Source: an optimization exercise on an open RTL-to-GDS flow (aim: a short achievable clock period and few clock cycles). Production flows keep margins and buffers that such runs may drop. Only simulation tests tie the RTL to the original design; equivalence was not proved. Power figures rest on the tool's default switching activity, not on a simulated workload.

==> inputs of run a <==
// bjt_cpu
module bjt_cpu (
    input  wire        clk,
    input  wire        rst,         
    output wire [15:0] rom_addr,
    input  wire [7:0]  rom_rdata,
    output wire [15:0] ram_addr,
    output wire [7:0]  ram_wdata,
    output wire        ram_we,
    input  wire [7:0]  ram_rdata,
    output wire        halted,
    input  wire [4:0]  dbg_sel,
    output reg  [7:0]  dbg_data
);
    localparam IB = 6;                  
    localparam NE = 1 << IB;
    localparam TB = 16 - IB;
    function [1:0] ilen;
        input [3:0] fam;
        begin
            case (fam)
                4'h0, 4'h2, 4'h3, 4'hF: ilen = 2'd1;
                4'hC, 4'hD, 4'hE:       ilen = 2'd3;
                default:                ilen = 2'd2;
            endcase
        end
    endfunction
    function [7:0] rdsel;
        input [3:0] idx;
        input [7:0] a, b, c, sp, bp, bnk, adr;
        begin
            case (idx)
                4'h0:    rdsel = a;
                4'h1:    rdsel = b;
                4'h2:    rdsel = c;
                4'hA:    rdsel = sp;
                4'hB:    rdsel = bp;
                4'hE:    rdsel = bnk;
                4'hF:    rdsel = adr;
                default: rdsel = 8'h00;
            endcase
        end
    endfunction
    function [16:0] ks;
        input [15:0] a, b;
        input        ci;
        reg [16:0] g, p, g2, p2;
        integer i, d;
        begin
            g = {a & b, ci};
            p = {a ^ b, 1'b0};
            for (d = 1; d < 17; d = d * 2) begin
                g2 = g; p2 = p;
                for (i = d; i < 17; i = i + 1) begin
                    g2[i] = g[i] | (p[i] & g[i - d]);
                    p2[i] = p[i] & p[i - d];
                end
                g = g2; p = p2;
            end
            ks = {g[16], (a ^ b) ^ g[15:0]};
        end
    endfunction
    function [7:0] add8;
        input [7:0] a, b;
        reg [16:0] t;
        begin
            t = ks({8'd0, a}, {8'd0, b}, 1'b0);
            add8 = t[7:0];
        end
    endfunction
    function [6:0] slot;
        input [3:0] idx;
        begin
            case (idx)
                4'h0:    slot = 7'b0000001;
                4'h1:    slot = 7'b0000010;
                4'h2:    slot = 7'b0000100;
                4'hA:    slot = 7'b0001000;
  ...
Settings: LEC_CHECK=0, ABC_CLOCK_PERIOD_IN_PS=3800, CAP_MARGIN=40, CORE_MARGIN=2, CORE_UTILIZATION=30, SETUP_SLACK_MARGIN=3.0, SLEW_MARGIN=40; clock period 7.0 ns.
run.sh (not shown) runs the stock make flow with config.mk's settings and CLKGATE_MAP_FILE= SYNTH_SCRIPT=/design/flow/synth_recipe.tcl, a recipe that flattens the netlist after the stock synthesis.
==> run b (differences from run a) <==
--- a/flow/design.v
+++ b/flow/design.v
@@ -98,45 +98,43 @@
     reg [1:0]  fcnt;        
     reg [7:0]  fb0, fb1;
     reg [1:0]  fb0_len;     
     reg        fb0_jc;      
     reg [15:0] r_seq;       
     reg [NE-1:0] c_v;
     reg [TB-1:0] c_tag [0:NE-1];
     reg [23:0]   c_d   [0:NE-1];
-    reg [1:0]    c_k   [0:NE-1];    
     reg [15:0]   c_n   [0:NE-1];    
     reg        xv;
     reg [7:0]  xop, xb1, xb2;
     reg [15:0] xpc;         
     reg [1:0]  xs;          
     reg [6:0]  xa_oh, xb_oh, xd_oh;    
     reg        x_haz;       
     localparam NR = 8;                  
     reg [NR-1:0] fr_v;
     reg [7:0]    fr_a  [0:NR-1];        
     reg [7:0]    fr_a3 [0:NR-1];        
     reg [7:0]    fr_bp [0:NR-1];
     reg [15:0]   fr_pc [0:NR-1];
     reg [2:0]    fr_ptr;
-    reg [6:0]  xc_immw;     
     reg        xc_sub, xc_imm, xc_adc, xc_sbc, xc_arith, xc_flags, xc_aluw;
     reg [1:0]  pq;          
     reg [7:0]  pq_hi;       
-    reg        pm;              
+    reg [15:0] rom_addr_r;      
     reg        o_rom_dir;       
     reg        o_hi_ff;         
     reg [7:0]  o_lo;            
     reg [2:0]  o_lo_sel;        
     reg [6:0]  o_wd_oh;         
     reg        o_wd_q;          
     reg [7:0]  o_wd;
     reg        ram_we_r, halt_r;
-    assign rom_addr  = o_rom_dir ? {rbnk, radr} : pm ? pf_bpc : fbpc;
+    assign rom_addr  = o_rom_dir ? {rbnk, radr} : rom_addr_r;
     assign ram_addr  = {o_hi_ff ? 8'hFF : rbnk,
                         ({8{o_lo_sel[0]}} & radr) | ({8{o_lo_sel[1]}} & rsp) |
                         ({8{o_lo_sel[2]}} & o_lo)};
     assign ram_wdata = rdoh(o_wd_oh, ra, rb, rc, rsp, rbp, rbnk, radr) |
                        ({8{o_wd_q}} & o_wd);
     assign ram_we    = ram_we_r;
     assign halted    = halt_r;
     wire [3:0] fam = xop[7:4];
@@ -232,19 +230,75 @@
     reg [15:0] rd_tgt;
     always @(*) begin
         if (rd_pc)       rd_tgt = {rbnk, radr};
         else if (rd_rhi) rd_tgt = {ram_rdata, fpc[7:0]};
         else if (rd_rlo) rd_tgt = {fpc[15:8], ram_rdata};
         else             rd_tgt = {xb1, xb2};
     end
     reg       wb_en;
+    reg [7:0] wb_val;
     always @(*) begin
         wb_en  = xc_arith || is_nand || is_imm || is_ldrom || is_ldram ||
                  is_ldidx || is_pop;
+        wb_val = alu_res;
+        if (xc_arith)
+            wb_val = alu_res;
+        else if (is_nand)
+            wb_val = ~(va & vb);
+        else if (is_imm)
+            wb_val = xb1;
+        else if (is_ldrom)
+            wb_val = rom_rdata;
+        else if (is_ldram || is_ldidx || is_pop)
+            wb_val = ram_rdata;
+    end
+    reg [7:0] ra_d, rb_d, rc_d, rsp_d, rbp_d, rbnk_d, radr_d;
+    reg       fz_d, fc_d, fo_d, fn_d;
+    always @(*) begin
+        ra_d = ra; rb_d = rb; rc_d = rc; rsp_d = rsp; rbp_d = rbp;
+        rbnk_d = rbnk; radr_d = radr;
+        fz_d = fz; fc_d = fc; fo_d = fo; fn_d = fn;
+        if (rst) begin
+            ra_d = 8'h00; rb_d = 8'h00; rc_d = 8'h00; rsp_d = 8'h00;
+            rbp_d = 8'h00; rbnk_d = 8'h00; radr_d = 8'h00;
+            fz_d = 1'b0; fc_d = 1'b0; fo_d = 1'b0; fn_d = 1'b0;
+        end else if (x_go && !is_stop) begin
+            if (is_push)
+                rsp_d = rsp_p1;
+            if (is_pop)
+                rsp_d = rsp_m1;
+            if (is_link) begin
+                rsp_d = rsp_p3;
+                rbp_d = rsp_p3;
+            end
+            if (is_ret && xs == 2'd2) begin
+                rsp_d = rbp_m;
+                rbp_d = ram_rdata;
+            end
+            if (ret_hit) begin
+                rsp_d = rbp_m3;
+                rbp_d = fh_bp;
+            end
+            if (wb_en) begin
+                if (xd_oh[0]) ra_d   = wb_val;
+                if (xd_oh[1]) rb_d   = wb_val;
+                if (xd_oh[2]) rc_d   = wb_val;
+                if (xd_oh[3]) rsp_d  = wb_val;
+                if (xd_oh[4]) rbp_d  = wb_val;
+                if (xd_oh[5]) rbnk_d = wb_val;
+                if (xd_oh[6]) radr_d = wb_val;
+            end
+            if (xc_flags) begin
+                fz_d = alu_z;
+                fn_d = alu_res[7];
+                fo_d = alu_res[7] && !alu_prev[7];
+                fc_d = !is_cmp && alu_c;
+            end
+        end
     end
     wire fwb_en = is_imm || is_ldrom || is_ldram || is_ldidx || is_pop;
     wire [7:0] fwb_val = is_imm ? xb1 : is_ldrom ? rom_rdata : ram_rdata;
     reg [7:0] fa_d, fb_d, fcr_d, fsp_d, fbp_d, fbnk_d, fadr_d;
     always @(*) begin
         fa_d = ra; fb_d = rb; fcr_d = rc; fsp_d = rsp; fbp_d = rbp;
         fbnk_d = rbnk; fadr_d = radr;
         if (x_go && !is_stop) begin
@@ -274,36 +328,16 @@
                 if (xd_oh[6]) fadr_d = fwb_val;
             end
         end
     end
     wire x_mod_rbp = x_go && !is_stop &&
                      (is_link || (is_ret && (xs == 2'd2 || ret_hit)) ||
                       (wb_en && xd_oh[4]));
     wire [6:0] alu_wmask = (x_go && xc_aluw) ? xd_oh : 7'd0;
-    wire [7:0] alu_val = xc_arith ? alu_res : ~(va & vb);
-    wire [7:0] ra_d   = rst ? 8'h00 : alu_wmask[0] ? alu_val : fa_d;
-    wire [7:0] rb_d   = rst ? 8'h00 : alu_wmask[1] ? alu_val : fb_d;
-    wire [7:0] rc_d   = rst ? 8'h00 : alu_wmask[2] ? alu_val : fcr_d;
-    wire [7:0] rsp_d  = rst ? 8'h00 : alu_wmask[3] ? alu_val : fsp_d;
-    wire [7:0] rbp_d  = rst ? 8'h00 : alu_wmask[4] ? alu_val : fbp_d;
-    wire [7:0] rbnk_d = rst ? 8'h00 : alu_wmask[5] ? alu_val : fbnk_d;
-    wire [7:0] radr_d = rst ? 8'h00 : alu_wmask[6] ? alu_val : fadr_d;
-    reg        fz_d, fc_d, fo_d, fn_d;
-    always @(*) begin
-        fz_d = fz; fc_d = fc; fo_d = fo; fn_d = fn;
-        if (rst) begin
-            fz_d = 1'b0; fc_d = 1'b0; fo_d = 1'b0; fn_d = 1'b0;
-        end else if (x_go && xc_flags) begin
-            fz_d = alu_z;
-            fn_d = alu_res[7];
-            fo_d = alu_res[7] && !alu_prev[7];
-            fc_d = !is_cmp && alu_c;
-        end
-    end
     always @(posedge clk) begin
         ra <= ra_d; rb <= rb_d; rc <= rc_d; rsp <= rsp_d; rbp <= rbp_d;
         rbnk <= rbnk_d; radr <= radr_d;
         fz <= fz_d; fc <= fc_d; fo <= fo_d; fn <= fn_d;
         if (rst)
             xs <= 2'd0;
         else if (x_go && is_ret)
             xs <= x_done ? 2'd0 : xs + 2'd1;
@@ -340,38 +374,35 @@
             x_haz <= 1'b0;
         else
             x_haz <= x_accept && n_v && n_haz;
         if (x_go && is_link)
             pq_hi <= xnpc[15:8];
     end
     wire [IB-1:0] fi = fpc[IB-1:0];
     reg [NE-1:0] foh;
-    reg          foh_ok;
     reg [23:0]   rd_d;
-    reg [1:0]    rd_k;
     reg [15:0]   rd_n;
     reg [TB-1:0] rd_t;
     reg          rd_v;
     integer q;
     always @(*) begin
         rd_d = 24'd0;
-        rd_k = 2'd0;
         rd_n = 16'd0;
         rd_t = {TB{1'b0}};
         rd_v = 1'b0;
         for (q = 0; q < NE; q = q + 1) begin
             rd_d = rd_d | ({24{foh[q]}} & c_d[q]);
-            rd_k = rd_k | ({2{foh[q]}} & c_k[q]);
             rd_n = rd_n | ({16{foh[q]}} & c_n[q]);
             rd_t = rd_t | ({TB{foh[q]}} & c_tag[q]);
             rd_v = rd_v | (foh[q] & c_v[q]);
         end
     end
-    wire hit = (fcnt == 2'd0) && foh_ok && rd_v && (rd_t == fpc[15:IB]);
+    wire hit = (fcnt == 2'd0) && rd_v && (rd_t == fpc[15:IB]);
+    reg  pm;                
     wire rom_ok = !x_rom && !pm;
     reg [7:0] r_b1;
     reg       r_done;
     always @(*) begin
         r_b1 = rom_rdata;
         r_done = 1'b0;
         case (fcnt)
             2'd1: r_done = fb0_len == 2'd1 || (rom_ok && fb0_len == 2'd2);
@@ -394,19 +425,18 @@
             {i_op, i_b1, i_b2} = rd_d;
             i_next = rd_n;
         end else begin
             {i_op, i_b1, i_b2} = {r_op, r_b1, r_b2};
             i_next = r_next;
         end
     end
     wire complete = hit || r_done;
-    wire i_ret = (fcnt == 2'd0) ? rd_k[1] : r_op == 8'h01;
-    wire i_jmp = (fcnt == 2'd0) ? rd_k[0] : r_op == 8'hE0;
-    wire ret_pred = i_ret && lu_hit && !x_mod_rbp;
+    wire ret_pred = i_op == 8'h01 && lu_hit && !x_mod_rbp;
+    wire i_jmp = (i_op == 8'hE0);
     wire i_arith = i_op[7:4] == 4'h4 || i_op[7:4] == 4'h5 || i_op[7:4] == 4'h7 ||
                    i_op[7:4] == 4'h8 || i_op[7:4] == 4'hC || i_op[7:4] == 4'hD;
     wire is_stop_x = xv && is_stop;
     wire deliver = complete && x_accept && !redirect && !is_stop_x;
     reg          lk_v;
     reg [IB-1:0] lk_i;
     reg          lw_v;
     reg [IB-1:0] lw_i;
@@ -441,42 +471,28 @@
     wire          wen  = fill || pfill;
     wire [23:0]   wdat = fill ? {r_op, r_b1, rom_rdata} : {pb0, p_b1, rom_rdata};
     wire [TB-1:0] wtag = fill ? fpc[15:IB] : pf_pc[15:IB];
     wire [15:0]   wnxt = fill ? r_next : p_next;
     integer e;
     always @(posedge clk) begin
         if (wen) begin
             c_d[wi]   <= wdat;
-            c_k[wi]   <= {wdat[23:16] == 8'h01, wdat[23:16] == 8'hE0};
             c_tag[wi] <= wtag;
         end
         for (e = 0; e < NE; e = e + 1) begin
             if (wen && wi == e)
                 c_n[e] <= wnxt;
             else if (lw_v && lw_i == e)
                 c_n[e] <= lw_t;
         end
         lw_i <= lk_i;
         lw_t <= {i_b1, i_b2};
     end
     wire [16:0] fbpc_p1 = ks(fbpc, 16'd1, 1'b0);
-    wire f_spec = !rst && !redirect && x_accept && fcnt == 2'd0 && !is_stop_x;
-    wire [IB-1:0] f_nidx = ret_pred ? lu_pc[IB-1:0] : rd_n[IB-1:0];
-    reg  [IB-1:0] f_oidx;
-    always @(*) begin
-        if (rst)
-            f_oidx = {IB{1'b0}};
-        else if (redirect)
-            f_oidx = rd_tgt[IB-1:0];
-        else if (fcnt != 2'd0 && r_done && x_accept && !is_stop_x)
-            f_oidx = ret_pred ? lu_pc[IB-1:0] : r_next[IB-1:0];
-        else
-            f_oidx = fpc[IB-1:0];
-    end
     reg [15:0] fpc_d, fbpc_d;
     reg [1:0]  fcnt_d;
     always @(*) begin
         fpc_d  = fpc;
         fbpc_d = fbpc;
         fcnt_d = fcnt;
         if (rst) begin
             fpc_d  = 16'h0000;
@@ -495,18 +511,17 @@
             fcnt_d = 2'd0;
         end else if (!hit && rom_ok && !is_stop_x) begin
             fbpc_d = fbpc_p1[15:0];
             fcnt_d = fcnt + 2'd1;
         end
     end
     always @(posedge clk) begin
         fpc  <= fpc_d;
-        foh  <= {{(NE-1){1'b0}}, 1'b1} << (f_spec ? f_nidx : f_oidx);
-        foh_ok <= !f_spec || hit;
+        foh  <= {{(NE-1){1'b0}}, 1'b1} << fpc_d[IB-1:0];
         fbpc <= fbpc_d;
         fcnt <= fcnt_d;
         if (rst) begin
             c_v  <= {NE{1'b0}};
             xv   <= 1'b0;
             lk_v <= 1'b0;
             lw_v <= 1'b0;
         end else begin
@@ -588,17 +603,16 @@
         if (x_accept) begin
             xop  <= i_op;
             xb1  <= i_b1;
             xb2  <= i_b2;
             xpc  <= fpc;
             xa_oh <= slot(i_b1[7:4]);
             xb_oh <= slot(i_b1[3:0]);
             xd_oh <= slot(i_op[3:0]);
-            xc_immw  <= (i_op[7:4] == 4'hA) ? slot(i_op[3:0]) : 7'd0;
             xc_sub   <= i_op[7:4] == 4'h7 || i_op[7:4] == 4'h8 ||
                         i_op[7:4] == 4'hD || i_op[7:4] == 4'h1;
             xc_imm   <= i_op[7:4] == 4'hC || i_op[7:4] == 4'hD;
             xc_adc   <= i_op[7:4] == 4'h5;
             xc_sbc   <= i_op[7:4] == 4'h8;
             xc_arith <= i_arith;
             xc_flags <= i_arith || i_op == 8'h12;
             xc_aluw  <= i_arith || i_op[7:4] == 4'hB;
@@ -625,74 +639,44 @@
     wire [6:0] nb_oh = slot(i_b1[3:0]);
     wire [6:0] nd_oh = slot(n_sub);
     reg [6:0] n_rmask;
     always @(*) begin
         n_rmask = 7'd0;
         if (n_pop)   n_rmask = 7'b0001000;
         if (n_ret)   n_rmask = 7'b0010000;
     end
-    wire [6:0] x_wmask = (x_go && !is_stop) ?
-        (((wb_en && !is_imm) ? xd_oh : 7'd0) |
-         ((is_push || is_pop || is_link || (is_ret && (xs == 2'd2 || ret_hit))) ? 7'b0001000 : 7'd0) |
-         ((is_link || (is_ret && (xs == 2'd2 || ret_hit))) ? 7'b0010000 : 7'd0)) : 7'd0;
-    wire n_haz = (n_rmask & alu_wmask) != 7'd0 ||
-                 ((n_stidx || n_ldidx) && ((na_oh | nb_oh) & x_wmask) != 7'd0);
-    wire [6:0] imm_w = xv ? xc_immw : 7'd0;
-    wire [7:0] ia_r   = imm_w[0] ? xb1 : ra;
-    wire [7:0] ib_r   = imm_w[1] ? xb1 : rb;
-    wire [7:0] ic_r   = imm_w[2] ? xb1 : rc;
-    wire [7:0] isp_r  = imm_w[3] ? xb1 : rsp;
-    wire [7:0] ibp_r  = imm_w[4] ? xb1 : rbp;
-    wire [7:0] ibnk_r = imm_w[5] ? xb1 : rbnk;
-    wire [7:0] iadr_r = imm_w[6] ? xb1 : radr;
-    wire [7:0] iv [0:7];
-    assign iv[0] = ia_r;  assign iv[1] = ib_r;  assign iv[2] = ic_r;
-    assign iv[3] = isp_r; assign iv[4] = ibp_r; assign iv[5] = ibnk_r;
-    assign iv[6] = iadr_r; assign iv[7] = 8'h00;         
-    wire [7:0] sa_oh = {~|na_oh, na_oh};
-    wire [7:0] sb_oh = {~|nb_oh, nb_oh};
-    reg  [7:0] n_isum;
-    integer pi, pj;
-    always @(*) begin
-        n_isum = 8'h00;
-        for (pi = 0; pi < 8; pi = pi + 1)
-            for (pj = pi; pj < 8; pj = pj + 1)
-                n_isum = n_isum |
-                    ({8{(sa_oh[pi] && sb_oh[pj]) || (sa_oh[pj] && sb_oh[pi])}} &
-                     add8(iv[pi], iv[pj]));
-    end
+    wire n_haz = (n_rmask & alu_wmask) != 7'd0 || n_stidx || n_ldidx;
     reg [1:0] pq_d;
     always @(*) begin
         if (rst)
             pq_d = 2'd0;
         else if (x_go && is_link)
             pq_d = 2'd2;
         else if (pq != 2'd0)
             pq_d = pq - 2'd1;
         else
             pq_d = 2'd0;
     end
+    reg [15:0] n_rom_addr;
     reg        n_rom_dir, n_hi_ff, n_wd_q, n_ram_we, n_halt;
     reg [7:0]  n_lo, n_wd;
     reg [2:0]  n_lo_sel;
     reg [6:0]  n_wd_oh;
     wire n_pm = pf_v_d && hit && fcnt_d == 2'd0 && !n_rom_dir && !rst;
     always @(*) begin
+        n_rom_addr = n_pm ? pf_bpc_d : fbpc_d;
         n_rom_dir  = 1'b0;
         n_wd_q     = 1'b0;
         n_wd       = 8'h00;
         n_hi_ff    = 1'b0;
         n_lo_sel   = 3'b001;
         n_wd_oh    = 7'd0;
         if (x_accept) begin
-            if (n_stidx || n_ldidx) begin
-                n_lo = n_isum;
-                n_lo_sel = 3'b100;
-            end else if (n_pop) begin
+            if (n_pop) begin
                 n_lo = add8(fsp_d, 8'hFF);
                 n_lo_sel = 3'b100;
             end else begin
                 n_lo = add8(fbp_d, 8'hFF);
                 if (n_ret)
                     n_lo_sel = 3'b100;
                 else if (n_push || n_link)
                     n_lo_sel = 3'b010;
@@ -745,16 +729,17 @@
         end
         if (rst) begin
             n_ram_we = 1'b0;
             n_halt   = 1'b0;
             n_rom_dir = 1'b0;
         end
     end
     always @(posedge clk) begin
+        rom_addr_r <= n_rom_addr;
         pm         <= n_pm;
         o_rom_dir  <= n_rom_dir;
         o_hi_ff    <= n_hi_ff;
         o_lo       <= n_lo;
         o_lo_sel   <= n_lo_sel;
         o_wd_oh    <= n_wd_oh;
         o_wd_q     <= n_wd_q;
         o_wd       <= n_wd;
==> qor summary <==
Status: run b complete, no violations; run a complete, no violations
Reg-to-reg endpoint: run b foh[14]$_SDFF_PP0_; run a fbpc[10]$_SDFFE_PP0P_
Number of flops mapped to enable cells by yosys: run b 3704; run a 3855
Synthesized netlist cell count: run b 13300; run a 14600
Area used by sequential logic in the layout: run b 120000 um2; run a 124000 um2
Worst slack, placed: run b 1350 ps; run a 764 ps
Synthesized-area fraction occupied by and/or/nand/nor cells: run b 0.0813; run a 0.0809
Power consumed by the clock network: run b 22.5 mW; run a 23.6 mW
Share of the final layout cell area in sequential cells: run b 0.553; run a 0.533
FFs & Latches: run b 4109; run a 4229
Well-tap cell count: run b 7755; run a 8322
Met2 Usage GRT: run b 0.398; run a 0.400
Met3 WL post-DR: run b 160000 um; run a 170000 um
Number of inverters outside the clock class in the layout: run b 215; run a 251
CP Launch Point: run b foh[4]$_SDFF_PP0_; run a foh[18]$_SDFF_PP0_
Die height: run b 769 um; run a 795 um
Number of non-clock buffers in the layout: run b 1445; run a 1611
Flop2flop setup slack: run b 2340 ps; run a 2420 ps
Portion of netlist area occupied by mux cells: run b 0.0122; run a 0.0131
Testbench counts of run a, summed over its fixed seeds: cycles 58,125.
Testbench counts of run b, summed over its fixed seeds: cycles 59,229.

## re-timing with driven ports
In the flow no input, the clock included, has a driving cell. The finished layouts below were timed again as built, in two steps.
Step 1: set_driving_cell puts a clkbuf_16 on clk and a buf_2 on each other input, an assumption about the parent block.
Step 2, shift: input delay + t, output delay - t, t = (earliest + latest rising clock arrival at the registers) / 2. This alone moves slack from input paths to output paths.
a / b / c = ideal ports / drivers / drivers and shift; a / b = the first two.
run | t (ns) | slack for setup (ns) | worst register clock-pin slew, ns | pins driven straight from the clock port
run a | 1.177 | 2.422 / 2.422 / 1.681 | 0.08 / 0.08 | 1
run b | 1.203 | 2.343 / 2.343 / 1.723 | 0.08 / 0.08 | 1
After both steps every run listed still meets setup and hold. The setup slack of run a, which loses most, moves by 0.000 ns with the drivers and by -0.741 ns with both steps.
